Source: an optimization exercise on an open RTL-to-GDS flow (aim: small area, a short achievable clock period and few clock cycles). Production flows keep margins and buffers that such runs may drop.
Where RTL was checked, it was by simulation tests only, not by an equivalence proof against the original.
No activity file was given, so power comes from the tool's default toggle rates.

## v57
// lkg
module lkg (
    input  wire        clk,
    input  wire        rst,           
    input  wire        cmd_valid,
    output wire        cmd_ready,
    input  wire [47:0] cmd_data,
    output wire        rsp_valid,
    input  wire        rsp_ready,
    output wire [1:0]  rsp_status,
    output wire [31:0] rsp_data
);
Size: ~88 I/O pins, ~0.0071 mm^2 of cells after synthesis.
export LEC_CHECK = 0
export CAP_MARGIN = 0
export CORE_MARGIN = 2
export CORE_UTILIZATION = 40
export SETUP_SLACK_MARGIN = 5
export SLEW_MARGIN = 0
create_clock -name core_clock -period 10.0 [get_ports {clk}]
standard.sh (not shown) runs the stock make flow with config.mk's settings and CLKGATE_MAP_FILE= SYNTH_SCRIPT=/design/flow/synth_recipe.tcl, a recipe that flattens the netlist after the stock synthesis.
==> flow/flow/run.sh <==
#!/bin/bash
set -euo pipefail
here=$(pwd)
rm -rf "$here/scripts"
cp -r "$FLOW_HOME/scripts" "$here/scripts"
cp "$here/flow/abc_area.script" "$here/scripts/abc_speed.script"
bash standard.sh \
    "SCRIPTS_DIR=$here/scripts" \
    "BUFFER_PORTS_ARGS=-buffer_cell sky130_fd_sc_hd__buf_1" \
    SETUP_SLACK_MARGIN=5.85 \
    finish > standard.log 2>&1
==> flow/flow/abc_area.script <==
strash
balance; rewrite; refactor; balance; rewrite; rewrite -z; balance; refactor -z; rewrite -z; balance
balance -l; resub -K 6 -l; rewrite -l; resub -K 6 -N 2 -l; refactor -l; resub -K 8 -l; balance -l; resub -K 8 -N 2 -l; rewrite -l; resub -K 10 -l; rewrite -z -l; resub -K 10 -N 2 -l; balance -l; resub -K 12 -l; refactor -z -l; resub -K 12 -N 2 -l; rewrite -z -l; balance -l
&get -n
&st
&dch -f
&nf -a -R 1000
&put
topo
stime -c
v57 did not stop at any stage, and its layout met the timing, DRC and antenna checks.
Testbench counts of v57, summed over its fixed seeds: cycles 22,836.
> inputs changed (v57 -> v34)
--- a/flow/flow/run.sh
+++ b/flow/flow/run.sh
@@ -8,4 +8,4 @@
     "SCRIPTS_DIR=$here/scripts" \
     "BUFFER_PORTS_ARGS=-buffer_cell sky130_fd_sc_hd__buf_1" \
-    SETUP_SLACK_MARGIN=5.85 \
+    SETUP_SLACK_MARGIN=5.5 \
     finish > standard.log 2>&1
==> run summary <==
- v34 vs v57 — clock period minus final worst setup slack rose 0.11 ns.
- v34: layout clock buffer count higher than v57
- The lower buffers inserted during post-CTS setup optimization came out of v34.
- v34 | status: complete | timing, DRC, antenna: pass
- v34 improves on v57 in standby leakage power.
#### Input delta (v27 over v34)
--- a/flow/flow/run.sh
+++ b/flow/flow/run.sh
@@ -8,4 +8,4 @@
     "SCRIPTS_DIR=$here/scripts" \
     "BUFFER_PORTS_ARGS=-buffer_cell sky130_fd_sc_hd__buf_1" \
-    SETUP_SLACK_MARGIN=5.5 \
+    SETUP_SLACK_MARGIN=5.6 \
     finish > standard.log 2>&1
## What came out
Changes observed in v27 relative to v34: reported net switching power increased by 0.0031 mW relative to the old numbers; multi-input combinational cell area rose by 39 um^2; global-route usage shows an increase of 0.36 points; number of gates given a new drive strength after cts saw an increase.

Another version of the RTL of lkg (not shown whole).
Size: ~1500 cells after synthesis, ~88 I/O pins, ~9800 um^2 of cells after synthesis.
==> flow/config.mk <==
export PLATFORM = sky130hd
export DESIGN_NAME = lkg
export DESIGN_NICKNAME = lkg
export VERILOG_FILES = /design/flow/design.v
export SDC_FILE = /design/flow/constraint.sdc
export NUM_CORES = 4
export LEC_CHECK = 0
export ABC_AREA = 1
export CAP_MARGIN = 20
export CORE_MARGIN = 2
export CORE_UTILIZATION = 40
export SETUP_SLACK_MARGIN = 5
export SLEW_MARGIN = 20
==> flow/constraint.sdc <==
create_clock -name core_clock -period 10.0 [get_ports {clk}]
set_input_delay 2.0000 -clock core_clock [delete_from_list [all_inputs] [get_ports {clk}]]
set_output_delay 2.0000 -clock core_clock [all_outputs]
set_load 0.01 [all_outputs]
run.sh (not shown) runs the stock make flow with config.mk's settings and CLKGATE_MAP_FILE= SYNTH_SCRIPT=/design/flow/synth_recipe.tcl, a recipe that flattens the netlist after the stock synthesis.
Stock flow here: none of the scripts above is used.
Testbench counts at the start, summed over its fixed seeds: cycles 22,836.
==> next run, changes <==
ABC_AREA = not set   (was 1)
Final area decreases by 14%.
Worst setup slack degrades by 0.048 ns.
Final cell count decreases by 28%.
Critical path depth increases by 3.
Via count decreases by 24%.
Fmax decreases by 0.98%.

== run a ==
Another version of the RTL of lkg (not shown whole).
Size in the first run: roughly 1000 cells after synthesis, ~110 flip-flops, roughly 88 I/O pins.
==> flow/config.mk <==
export PLATFORM = sky130hd
export DESIGN_NAME = lkg
export DESIGN_NICKNAME = lkg
export VERILOG_FILES = /design/flow/design.v
export SDC_FILE = /design/flow/constraint.sdc
export NUM_CORES = 4
export LEC_CHECK = 0
export CAP_MARGIN = 20
export CORE_MARGIN = 2
export CORE_UTILIZATION = 40
export CTS_BUF_LIST = sky130_fd_sc_hd__clkbuf_8
export SETUP_SLACK_MARGIN = 5
export SLEW_MARGIN = 20
==> flow/constraint.sdc <==
create_clock -name core_clock -period 10.0 [get_ports {clk}]
set_input_delay 2.0000 -clock core_clock [delete_from_list [all_inputs] [get_ports {clk}]]
set_output_delay 2.0000 -clock core_clock [all_outputs]
set_load 0.01 [all_outputs]
standard.sh (not shown) runs the stock make flow with config.mk's settings and CLKGATE_MAP_FILE= SYNTH_SCRIPT=/design/flow/synth_recipe.tcl, a recipe that flattens the netlist after the stock synthesis.
==> flow/flow/run.sh <==
#!/bin/bash
set -euo pipefail
bash standard.sh \
    "BUFFER_PORTS_ARGS=-buffer_cell sky130_fd_sc_hd__buf_1" \
    SETUP_SLACK_MARGIN=5.5 \
    finish > standard.log 2>&1
Run a did not stop at any stage, and its layout met the timing, DRC and antenna checks.
Testbench counts of run a, summed over its fixed seeds: cycles 22,836.
Inputs modified between run a and run b:
# run a
export LEC_CHECK = 0
export CAP_MARGIN = 20
export CORE_MARGIN = 2
export CORE_UTILIZATION = 40
export CTS_BUF_LIST = sky130_fd_sc_hd__clkbuf_8
export SETUP_SLACK_MARGIN = 5
export SLEW_MARGIN = 20
create_clock -name core_clock -period 10.0 [get_ports {clk}]
# run b
export LEC_CHECK = 0
export CAP_MARGIN = 20
export CORE_MARGIN = 2
export CORE_UTILIZATION = 40
export SETUP_SLACK_MARGIN = 5
export SLEW_MARGIN = 20
create_clock -name core_clock -period 10.0 [get_ports {clk}]
-- flow/flow/run.sh --
<<< run a, line 3
>>> run b, line 3
here=$(pwd)
rm -rf "$here/scripts"
cp -r "$FLOW_HOME/scripts" "$here/scripts"
cp "$here/flow/abc_area.script" "$here/scripts/abc_speed.script"
<<< run a, line 4
>>> run b, line 8
    "SCRIPTS_DIR=$here/scripts" \
==> flow/flow/abc_area.script (new file) <==
strash
balance; rewrite; refactor; balance; rewrite; rewrite -z; balance; refactor -z; rewrite -z; balance
balance -l; resub -K 6 -l; rewrite -l; resub -K 6 -N 2 -l; refactor -l; resub -K 8 -l; balance -l; resub -K 8 -N 2 -l; rewrite -l; resub -K 10 -l; rewrite -z -l; resub -K 10 -N 2 -l; balance -l; resub -K 12 -l; refactor -z -l; resub -K 12 -N 2 -l; rewrite -z -l; balance -l
&get -n
&st
&dch -f
&nf -a -R 1000
&put
topo
stime -c
[summary]
- Going from run a to run b, the number of instances in the placed design was found to have gone down by about 3%.
- Run b has power share of the combinational group below what run a had.
- Measured against each other, run a and run b differ in first-pass GRT wire length, the higher figure coming from run a.
- Compared with run a, in run b number of core rows lost 1; final-layout worst hold slack picked up an extra 7.2 ps; sequential portion of the cell area picked up an extra 0.46 points; arrival time at the worst endpoint lost 20 ps; area of the core lost 4.8%.
- Against run a, final wirelength in run b came out better.

Another version of the RTL of lkg (not shown whole).
Size in the first run: roughly 890 cells after synthesis, roughly 88 I/O pins, ~7000 µm² of cells after synthesis.
// lkg
module lkg (
    input  wire        clk,
    input  wire        rst,           
    input  wire        cmd_valid,
    output wire        cmd_ready,
    input  wire [47:0] cmd_data,
    output wire        rsp_valid,
    input  wire        rsp_ready,
    output wire [1:0]  rsp_status,
    output wire [31:0] rsp_data
);
    localparam [16:0] TAPS_A_REF = 17'h04001;
    localparam [24:0] TAPS_B_REF = 25'h0001019;
    reg         busy;           
    reg         rv;             
    wire        iw = busy & ~rv;    
    localparam [3:0] K_OK    = 4'd0,  K_ILL   = 4'd1,  K_UNI   = 4'd2,
                     K_NEXT  = 4'd3,  K_EMITA = 4'd4,  K_EMITB = 4'd5,
                     K_RDC   = 4'd6,  K_RDA   = 4'd7,  K_RDB   = 4'd8,
                     K_RTAPA = 4'd9,  K_RTAPB = 4'd10, K_RDST  = 4'd11;
    reg  [3:0]  rk;
    wire r_next  = (rk == K_NEXT);
    wire r_emita = (rk == K_EMITA);
    wire r_emitb = (rk == K_EMITB);
    wire r_rdc   = (rk == K_RDC);
    wire r_rda   = (rk == K_RDA);
    wire r_rdb   = (rk == K_RDB);
    wire r_rtapa = (rk == K_RTAPA);
  ...
clock: 10.0 ns
lec_check: 0
cap_margin: 0
core_margin: 2
core_utilization: 40
setup_slack_margin: 5
slew_margin: 0
tns_end_percent: 0
==> flow/flow/run.sh <==
#!/bin/bash
set -euo pipefail
here=$(pwd)
rm -rf "$here/scripts"
cp -r "$FLOW_HOME/scripts" "$here/scripts"
cp "$here/flow/abc_area.script" "$here/scripts/abc_speed.script"
bash standard.sh \
    "SCRIPTS_DIR=$here/scripts" \
    "BUFFER_PORTS_ARGS=-buffer_cell sky130_fd_sc_hd__buf_1" \
    SETUP_SLACK_MARGIN=5.5 \
    finish > standard.log 2>&1
==> flow/flow/abc_area.script <==
strash
balance; rewrite; refactor; balance; rewrite; rewrite -z; balance; refactor -z; rewrite -z; balance
balance -l; resub -K 6 -l; rewrite -l; resub -K 6 -N 2 -l; refactor -l; resub -K 8 -l; balance -l; resub -K 8 -N 2 -l; rewrite -l; resub -K 10 -l; rewrite -z -l; resub -K 10 -N 2 -l; balance -l; resub -K 12 -l; refactor -z -l; resub -K 12 -N 2 -l; rewrite -z -l; balance -l
&get -n
&st
&dch -f
&nf -a -R 1000
&put
topo
stime -c
The first run ran to the end with no violations.
==> next run, changes <==
CORE_UTILIZATION = 55   (was 40)
TNS_END_PERCENT = default   (was 0)
=> Clock skew is about the same; via count grows by 6.8%; routed wire length goes up by about 1%; power came out higher by about 1.5%; die area went down by 27%; sequential power barely changes; sequential cell count does not change; design area grows by 0.32%; global-route usage rose by 9.9 points.
==> next run, changes <==
CORE_UTILIZATION = 65   (was 55)
PLACE_DENSITY = 0.8   (was default)
TNS_END_PERCENT = 0   (was default)
Outcome: Global-route usage climbs by 3.7 points. Routed wire length goes down by 5.2%. Cell area shrinks by 4.3%. Setup slack is worse by 99 ps. Total power drops by 8.2%. Synthesized cell count stays the same. Critical path depth does not change. Clock skew rose by 10 ps. Hold slack is better by 8.6 ps. Sequential power is lower by about 0.5%.
No functional check of the RTL was part of any run of this note.

## maple
The RTL this note starts from:
==> flow/design.v <==
module lkg (
    input  wire        clk,
    input  wire        rst,           
    input  wire        cmd_valid,
    output wire        cmd_ready,
    input  wire [47:0] cmd_data,
    output wire        rsp_valid,
    input  wire        rsp_ready,
    output wire [1:0]  rsp_status,
    output wire [31:0] rsp_data
);
    localparam [16:0] TAPS_A_REF = 17'h04001;
    localparam [24:0] TAPS_B_REF = 25'h0001019;
    reg         busy;           
    reg         rv;             
    wire        iw = busy & ~rv;    
    localparam [3:0] K_OK    = 4'd0,  K_ILL   = 4'd1,  K_UNI   = 4'd2,
                     K_NEXT  = 4'd3,  K_EMITA = 4'd4,  K_EMITB = 4'd5,
                     K_RDC   = 4'd6,  K_RDA   = 4'd7,  K_RDB   = 4'd8,
                     K_RTAPA = 4'd9,  K_RTAPB = 4'd10, K_RDST  = 4'd11;
    reg  [3:0]  rk;
    wire r_next  = (rk == K_NEXT);
    wire r_emita = (rk == K_EMITA);
    wire r_emitb = (rk == K_EMITB);
    wire r_rdc   = (rk == K_RDC);
    wire r_rda   = (rk == K_RDA);
    wire r_rdb   = (rk == K_RDB);
    wire r_rtapa = (rk == K_RTAPA);
    wire r_rtapb = (rk == K_RTAPB);
    wire r_rdst  = (rk == K_RDST);
    reg  [16:0] reg_a;
    reg  [24:0] reg_b;
    reg         cy;
    reg  [16:0] taps_a;
    reg  [24:0] taps_b;
    reg         rst_t;          
    reg         av, bv, cv;
    reg  [1:0]  na;             
    reg  [2:0]  nb;             
    wire [7:0]  op = cmd_data[47:40];
    wire [39:0] o  = cmd_data[39:0];
    wire g_hi  = ~|o[39:25];
    wire g_24  = ~o[24];
    wire g_mid = ~|o[23:17];
    wire g_16  = ~o[16];
    wire g_lo  = ~|o[15:1];
    wire g_0   = ~o[0];
    wire z25 = g_hi;
    wire z24 = g_hi & g_24;
    wire z17 = g_hi & g_24 & g_mid;
    wire z16 = g_hi & g_24 & g_mid & g_16;
    wire z1  = g_hi & g_24 & g_mid & g_16 & g_lo;
    wire z40 = g_hi & g_24 & g_mid & g_16 & g_lo & g_0;
    wire h0 = (op[7:4] == 4'h0);
    wire h1 = (op[7:4] == 4'h1);
    wire h2 = (op[7:4] == 4'h2);
    wire h3 = (op[7:4] == 4'h3);
    wire l0 = (op[3:0] == 4'h0);
    wire l1 = (op[3:0] == 4'h1);
    wire l2 = (op[3:0] == 4'h2);
    wire l3 = (op[3:0] == 4'h3);
    wire l4 = (op[3:0] == 4'h4);
    wire l5 = (op[3:0] == 4'h5);
    wire lf = (op[3:0] == 4'hF);
    wire is_init  = h0 & l1;
    wire is_next  = h0 & l2;
    wire is_setc  = h0 & l3;
    wire is_rdc   = h0 & l4;
    wire is_seeda = h1 & l0;
    wire is_lda   = h1 & l1;
    wire is_rda   = h1 & l2;
    wire is_emita = h1 & l3;
    wire is_wtapa = h1 & l4;
    wire is_rtapa = h1 & l5;
    wire is_seedb = h2 & l0;
    wire is_ldb   = h2 & l1;
    wire is_rdb   = h2 & l2;
    wire is_emitb = h2 & l3;
    wire is_wtapb = h2 & l4;
    wire is_rtapb = h2 & l5;
    wire is_rdst  = h3 & lf;
    wire accept = cmd_valid & ~busy;
    wire ok_init  = is_init;
    wire ok_next  = is_next  & z40 & av & bv & cv;
    wire ok_setc  = is_setc  & z1;
    wire ok_rdc   = is_rdc   & z40 & cv;
    wire ok_seeda = is_seeda & z16;
    wire ok_lda   = is_lda   & z17;
    wire ok_rda   = is_rda   & z40 & av;
    wire ok_emita = is_emita & z40 & av;
    wire ok_wtapa = is_wtapa & z17;
    wire ok_rtapa = is_rtapa & z40;
    wire ok_seedb = is_seedb & z24;
    wire ok_ldb   = is_ldb   & z25;
    wire ok_rdb   = is_rdb   & z40 & bv;
    wire ok_emitb = is_emitb & z40 & bv;
    wire ok_wtapb = is_wtapb & z25;
    wire ok_rtapb = is_rtapb & z40;
    wire ok_rdst  = is_rdst  & z40;
    wire legal = is_init
               | ((is_next | is_rdc | is_rda | is_emita | is_rtapa | is_rdb | is_emitb
                   | is_rtapb | is_rdst) & z40)
               | (is_setc & z1)
               | (is_seeda & z16)
               | ((is_lda | is_wtapa) & z17)
               | (is_seedb & z24)
               | ((is_ldb | is_wtapb) & z25);
    wire uninit = ((is_next & ~(av & bv & cv)) | (is_rdc & ~cv)
                   | ((is_rda | is_emita) & ~av) | ((is_rdb | is_emitb) & ~bv)) & z40;
    function [7:0] rev8(input [7:0] v);
        integer i;
        for (i = 0; i < 8; i = i + 1) rev8[i] = v[7-i];
    endfunction
    wire [16:0] seed_a_init = {rev8(o[39:32]), 1'b1, rev8(o[31:24])};
    wire [16:0] seed_a_cmd  = {rev8(o[15:8]),  1'b1, rev8(o[7:0])};
    wire [23:0] seed_b_bits = {rev8(o[23:16]), rev8(o[15:8]), rev8(o[7:0])};
    wire [24:0] seed_b      = {seed_b_bits[23:21], 1'b1, seed_b_bits[20:0]};
    function [16:0] step4a(input [16:0] s, input [16:0] t);
        integer i;
        reg [16:0] x;
        begin
            x = s;
            for (i = 0; i < 4; i = i + 1) x = {^(x & t), x[16:1]};
            step4a = x;
        end
    endfunction
    function [24:0] step4b(input [24:0] s, input [24:0] t);
        integer i;
        reg [24:0] x;
        begin
            x = s;
            for (i = 0; i < 4; i = i + 1) x = {^(x & t), x[24:1]};
            step4b = x;
        end
    endfunction
    wire run    = ~(rv & ~rsp_ready);
    wire taken  = rv & rsp_ready;
    wire blk_a  = accept & (is_init | is_seeda | is_lda);
    wire blk_b  = accept & (is_init | is_seedb | is_ldb);
    wire step_a = run & (na != 2'd0) & ~blk_a;
    wire step_b = run & (nb != 3'd0) & ~blk_b;
    wire ld_a_init = accept & ok_init;
    wire ld_a_seed = accept & ok_seeda;
    wire ld_a_lda  = accept & ok_lda;
    wire ld_a      = ld_a_init | ld_a_seed | ld_a_lda;
    wire ld_b_seed = accept & (ok_init | ok_seedb);
    wire ld_b_ldb  = accept & ok_ldb;
    wire ld_b      = ld_b_seed | ld_b_ldb;
    wire hold_a = ~(ld_a | step_a);
    wire hold_b = ~(ld_b | step_b);
    wire [16:0] a_d = ({17{ld_a_init}} & seed_a_init)
                    | ({17{ld_a_seed}} & seed_a_cmd)
                    | ({17{ld_a_lda}}  & o[16:0])
                    | ({17{step_a}}    & step4a(reg_a, taps_a))
                    | ({17{hold_a}}    & reg_a);
    wire [24:0] b_d = ({25{ld_b_seed}} & seed_b)
                    | ({25{ld_b_ldb}}  & o[24:0])
                    | ({25{step_b}}    & step4b(reg_b, taps_b))
                    | ({25{hold_b}}    & reg_b);
    wire [7:0] xa     = rev8(reg_a[7:0]);
    wire [7:0] yb     = rev8(reg_b[7:0]);
    wire [8:0] sum_c  = {1'b0, xa} + {1'b0, yb} + {8'd0, cy};
    wire [7:0] sum_o  = sum_c[7:0];
    wire       cy_new = sum_c[8] & ~(cy & (&(xa ^ yb)));
    assign cmd_ready  = ~busy & ~rst;
    assign rsp_valid  = rv & ~rst;
    assign rsp_status = {rk == K_UNI, rk == K_ILL};
    wire [24:0] rd = ({25{r_next}}  & {17'd0, sum_o})
                   | ({25{r_emita}} & {17'd0, xa})
                   | ({25{r_emitb}} & {17'd0, yb})
                   | ({25{r_rdc}}   & {24'd0, cy})
                   | ({25{r_rda}}   & {8'd0, reg_a})
                   | ({25{r_rdb}}   & reg_b)
                   | ({25{r_rtapa}} & {8'd0, taps_a})
                   | ({25{r_rtapb}} & taps_b)
                   | ({25{r_rdst}}  & {22'd0, cv, bv, av});
    assign rsp_data = {7'd0, rd};
    always @(posedge clk) begin
        if (rst) begin
            busy   <= 1'b0;
            rv     <= 1'b0;
            av     <= 1'b0;
            bv     <= 1'b0;
            cv     <= 1'b0;
        end else begin
            if (accept) begin
                busy <= 1'b1;
                if (!is_init)
                    rv <= 1'b1;
            end
            if (iw & ~nb[2])
                rv <= 1'b1;
            if (taken) begin
                rv   <= 1'b0;
                busy <= 1'b0;
            end
            if (ld_a) av <= 1'b1;
            if (ld_b) bv <= 1'b1;
            if (accept & (ok_init | ok_setc)) cv <= 1'b1;
        end
    end
    always @(posedge clk) begin
        if (accept)
            rk <= ~legal   ? K_ILL   : uninit   ? K_UNI   :
                  is_next  ? K_NEXT  : is_emita ? K_EMITA : is_emitb ? K_EMITB :
                  is_rdc   ? K_RDC   : is_rda   ? K_RDA   : is_rdb   ? K_RDB   :
                  is_rtapa ? K_RTAPA : is_rtapb ? K_RTAPB : is_rdst  ? K_RDST  : K_OK;
        if (ld_a_init | (accept & (ok_next | ok_emita)))
            na <= 2'd2;
        else if (ld_a)
            na <= 2'd0;
        else if (step_a)
            na <= na - 2'd1;
        if (accept & ok_init)
            nb <= 3'd4;
        else if (accept & (ok_next | ok_emitb))
            nb <= 3'd2;
        else if (ld_b)
            nb <= 3'd0;
        else if (step_b)
            nb <= nb - 3'd1;
        if (accept & (ok_init | ok_setc))
            cy <= ok_setc & o[0];
        else if (taken & r_next)
            cy <= cy_new;
        reg_a <= a_d;
        reg_b <= b_d;
    end
    wire wr_a = ~rst & accept & ok_wtapa;
    wire wr_b = ~rst & accept & ok_wtapb;
    always @(posedge clk) begin
        rst_t <= rst;
        if (rst_t & ~wr_a)
            taps_a <= TAPS_A_REF;
        else if (wr_a)
            taps_a <= o[16:0];
        if (rst_t & ~wr_b)
            taps_b <= TAPS_B_REF;
        else if (wr_b)
            taps_b <= o[24:0];
    end
endmodule
Settings: LEC_CHECK=0, CAP_MARGIN=0, CORE_MARGIN=2, CORE_UTILIZATION=65, PLACE_DENSITY=0.8, SETUP_SLACK_MARGIN=5, SLEW_MARGIN=0, TNS_END_PERCENT=0; clock period 10.0 ns.
==> flow/flow/run.sh <==
#!/bin/bash
set -euo pipefail
here=$(pwd)
rm -rf "$here/scripts"
cp -r "$FLOW_HOME/scripts" "$here/scripts"
cp "$here/flow/abc_area.script" "$here/scripts/abc_speed.script"
bash standard.sh \
    "SCRIPTS_DIR=$here/scripts" \
    "BUFFER_PORTS_ARGS=-buffer_cell sky130_fd_sc_hd__buf_1" \
    SETUP_SLACK_MARGIN=5.35 \
    finish > standard.log 2>&1
Scripts as last shown in full above: flow/flow/abc_area.script
## Diff of input files: ember against maple
Settings: CORE_UTILIZATION now 40, was 65; PLACE_DENSITY no longer set, was 0.8; TNS_END_PERCENT no longer set, was 0.
--- a/flow/flow/run.sh
+++ b/flow/flow/run.sh
@@ -8,4 +8,4 @@
     "SCRIPTS_DIR=$here/scripts" \
     "BUFFER_PORTS_ARGS=-buffer_cell sky130_fd_sc_hd__buf_1" \
-    SETUP_SLACK_MARGIN=5.35 \
+    SETUP_SLACK_MARGIN=5.5 \
     finish > standard.log 2>&1
Findings:
- ember: no failed stages, no open violations at the end
- On die area: ember sits above maple.
- Looking at setup slack across both flows, ember is the stronger of the two, with maple trailing.
- Global-route wire length before repair: ember and maple compared, higher one is ember
No functional check of the RTL was part of any run of this note.

## afterwards: timing with drivers on the ports
The flow's constraints put no driver on any port. The routed layouts listed below were extracted and timed again, unchanged, in two steps.
Step 1 (the two cells are an assumption about what drives the block):
set clk [get_ports {clk}]
set_driving_cell -lib_cell sky130_fd_sc_hd__clkbuf_16 $clk
set_driving_cell -lib_cell sky130_fd_sc_hd__buf_2 [delete_from_list [all_inputs] $clk]
Step 2 also shifts input and output timing later by t, the mid clock arrival at the registers, as if the neighbouring blocks saw the same clock.
Three values: no drivers, after step 1, after step 2; two values: the first two.
| run | t (ns) | setup slack, ns | worst setup path after step 2 | slew at the worst register clock pin (ns) |
|---|---|---|---|---|
| v57 | 0.401 | 5.657 / 5.612 / 5.606 | input to register | 0.08 / 0.08 |
| v34 | 0.399 | 5.552 / 5.533 / 5.297 | input to register | 0.07 / 0.07 |
| v27 | 0.401 | 5.636 / 5.605 / 5.408 | input to register | 0.07 / 0.07 |
| the first run of note 2 | 0.403 | 5.137 / 5.094 / 4.904 | input to register | 0.08 / 0.08 |
| the second run of note 2 | 0.404 | 5.089 / 5.081 / 4.713 | input to register | 0.08 / 0.08 |
| run a | 0.428 | 5.340 / 5.298 / 5.303 | input to register | 0.11 / 0.11 |
| run b | 0.406 | 5.362 / 5.319 / 5.295 | input to register | 0.08 / 0.08 |
| the first run of note 4 | 0.392 | 5.347 / 5.307 / 5.072 | input to register | 0.08 / 0.08 |
| the second run of note 4 | 0.399 | 5.405 / 5.361 / 5.260 | input to register | 0.07 / 0.07 |
| the third run of note 4 | 0.413 | 5.306 / 5.273 / 4.905 | input to register | 0.11 / 0.11 |
| maple | 0.424 | 5.224 / 5.188 / 5.006 | input to register | 0.10 / 0.10 |
| ember | 0.392 | 5.438 / 5.394 / 5.315 | input to register | 0.08 / 0.08 |
After both steps every run listed still meets setup and hold. The setup slack of the third run of note 4, which loses most, moves by -0.033 ns with the drivers and by -0.401 ns with both steps.
